This is an optimization exercise on Yosys and OpenROAD, whose aim is small area, not a production implementation.
Only simulation tests tie the RTL to the original design; equivalence was not proved.
No activity file was given, so power comes from the tool's default toggle rates.

Design svm_core, start of the top module:
module svm_core (
    input  wire        clk,
    input  wire        rst,
    input  wire [31:0] entry,
    input  wire [1:0]  break_mode,
    output wire        mem_req,
    output wire        mem_we,
    output wire [31:0] mem_addr,
    output wire [31:0] mem_wdata,
    input  wire        mem_ack,
    input  wire [31:0] mem_rdata,
    output wire        sys_req,
    output wire [2:0]  sys_n,
    output wire [31:0] sys_a0,
    output wire [31:0] sys_a1,
    output wire [31:0] sys_a2,
    output wire [31:0] sys_a3,
    input  wire        sys_ack,
    input  wire [31:0] sys_result,
    output wire        brk_valid,
    output wire [31:0] brk_addr,
    output wire [2:0]  status,
    output wire [31:0] trap_addr,
    output wire [31:0] trap_info,
    input  wire [4:0]  dbg_sel,
    output wire [31:0] dbg_data
);
For scale: about 2800 cells after synthesis, ~440 I/O pins, about 38000 sq um of cells after synthesis.
export LEC_CHECK = 0
export CAP_MARGIN = 20
export CORE_MARGIN = 2
export CORE_UTILIZATION = 60
export SLEW_MARGIN = 20
export SYNTH_HIERARCHICAL = 1
create_clock -name core_clock -period 20.0 [get_ports {clk}]
standard.sh (not shown) runs the stock make flow with config.mk's settings and CLKGATE_MAP_FILE= SYNTH_SCRIPT=/design/flow/synth_recipe.tcl, a recipe that flattens the netlist after the stock synthesis.
==> flow/flow/run.sh <==
#!/bin/bash
# Own layout flow: the standard ORFS flow, with small port buffers and a
# leaner clock tree. Every tool's output goes to a log of its own.
set -euo pipefail
export BUFFER_PORTS_ARGS="-buffer_cell sky130_fd_sc_hd__buf_1"
export CTS_ARGS="-sink_clustering_enable -repair_clock_nets -dont_use_dummy_load -root_buf sky130_fd_sc_hd__clkbuf_16 -buf_list sky130_fd_sc_hd__clkbuf_4"
bash standard.sh > standard_flow.log 2>&1
The starting point ran to the end with no violations.
Next try:
==> flow/flow/run.sh (replaced) <==
#!/bin/bash
# Own layout flow: the standard ORFS flow, with small port buffers, a
# leaner clock tree and gate downsizing after placement. Every tool's output
# goes to a log of its own.
set -euo pipefail
here=$(pwd)
export BUFFER_PORTS_ARGS="-buffer_cell sky130_fd_sc_hd__buf_1"
export CTS_ARGS="-sink_clustering_enable -repair_clock_nets -dont_use_dummy_load -sink_clustering_size 26 -sink_clustering_max_diameter 100"
export POST_RESIZE_TCL="$here/flow/recover.tcl"
bash standard.sh > standard_flow.log 2>&1
==> flow/flow/recover.tcl (new file) <==
# area recovery after placement resizing: downsize gates off the critical paths
estimate_parasitics -placement
repair_timing -recover_power 100 -verbose
Settings changed: CAP_MARGIN 20 to 0, SLEW_MARGIN 20 to 0.
What happened: Global-route usage decreases by 1.3 points. Worst setup slack loses 0.69 ns. Critical path depth is unchanged. Die area stays the same. Clock-buffer cell count came out lower by 230. Worst hold slack got worse by 0.0083 ns. Cell count is lower by 5.5%. Wire length fell by 3.0%. Power is lower by 12%. Via count falls by 4.6%. Utilization came out lower by 2.4 points.


svm_core again, from the RTL that the note above started with.
==> flow/design.v (excerpt) <==
module svm_core (
    input  wire        clk,
    input  wire        rst,
    input  wire [31:0] entry,
    input  wire [1:0]  break_mode,
    output wire        mem_req,
    output wire        mem_we,
    output wire [31:0] mem_addr,
    output wire [31:0] mem_wdata,
    input  wire        mem_ack,
    input  wire [31:0] mem_rdata,
    output wire        sys_req,
    output wire [2:0]  sys_n,
    output wire [31:0] sys_a0,
    output wire [31:0] sys_a1,
    output wire [31:0] sys_a2,
    output wire [31:0] sys_a3,
    input  wire        sys_ack,
    input  wire [31:0] sys_result,
    output wire        brk_valid,
    output wire [31:0] brk_addr,
    output wire [2:0]  status,
    output wire [31:0] trap_addr,
    output wire [31:0] trap_info,
    input  wire [4:0]  dbg_sel,
    output wire [31:0] dbg_data
);
Settings: LEC_CHECK=0, CAP_MARGIN=20, CORE_MARGIN=2, CORE_UTILIZATION=60, SLEW_MARGIN=20, SYNTH_HIERARCHICAL=1; clock period 20.0 ns.
==> flow/flow/run.sh <==
#!/bin/bash
# Own layout flow: the standard ORFS flow, with small port buffers and a
# leaner clock tree. Every tool's output goes to a log of its own.
set -euo pipefail
export BUFFER_PORTS_ARGS="-buffer_cell sky130_fd_sc_hd__buf_1"
export CTS_ARGS="-sink_clustering_enable -repair_clock_nets -dont_use_dummy_load -sink_clustering_size 26 -sink_clustering_max_diameter 100"
bash standard.sh > standard_flow.log 2>&1
Next try:
==> flow/flow/run.sh (replaced) <==
#!/bin/bash
# Own layout flow: the standard ORFS flow, with small port buffers, a
# leaner clock tree and gate downsizing after placement. Every tool's output
# goes to a log of its own.
set -euo pipefail
here=$(pwd)
export BUFFER_PORTS_ARGS="-buffer_cell sky130_fd_sc_hd__buf_1"
export CTS_ARGS="-sink_clustering_enable -repair_clock_nets -dont_use_dummy_load -sink_clustering_size 26 -sink_clustering_max_diameter 100"
export POST_RESIZE_TCL="$here/flow/recover.tcl"
bash standard.sh > standard_flow.log 2>&1
==> flow/flow/recover.tcl (new file) <==
# area recovery after placement resizing: downsize gates off the critical paths
estimate_parasitics -placement
repair_timing -recover_power 100 -verbose
Setup slack got worse by 0.49 ns.
Non-clock buffer count rose by 5.
Final cell count is about the same.
Utilization stays flat.
Via count barely changes.

[afterwards: timing with drivers on the ports]
Ports are ideal in the flow. The routed layouts listed here were re-timed in OpenROAD.
Step 1 (the two cells are an assumption about what drives the block):
set clk [get_ports {clk}]
set_driving_cell -lib_cell sky130_fd_sc_hd__clkbuf_16 $clk
set_driving_cell -lib_cell sky130_fd_sc_hd__buf_2 [delete_from_list [all_inputs] $clk]
Step 2 moves the port delays by t, midway between the first and last clock arrival at a register: inputs arrive t later, outputs are due t later. That takes back most of the time a late clock gives input paths.
a / b / c = ideal ports / drivers / drivers and shift; a / b = the first two.
run | shift t [ns] | setup slack, ns | worst register clock-pin slew, ns | cell pins on the clock port's net
the first run of note 1 | 0.790 | 7.411 / 7.345 / 7.484 | 0.07 / 0.07 | 1
the second run of note 1 | 0.674 | 6.723 / 6.656 / 7.170 | 0.10 / 0.10 | 1
the first run of note 2 | 0.681 | 7.559 / 7.502 / 7.523 | 0.10 / 0.10 | 1
the second run of note 2 | 0.674 | 7.070 / 7.003 / 7.174 | 0.10 / 0.10 | 1
After both steps setup and hold are still met in every run listed. The setup slack of the first run of note 2, which loses most, moves by -0.057 ns with the drivers and by -0.036 ns with both steps.
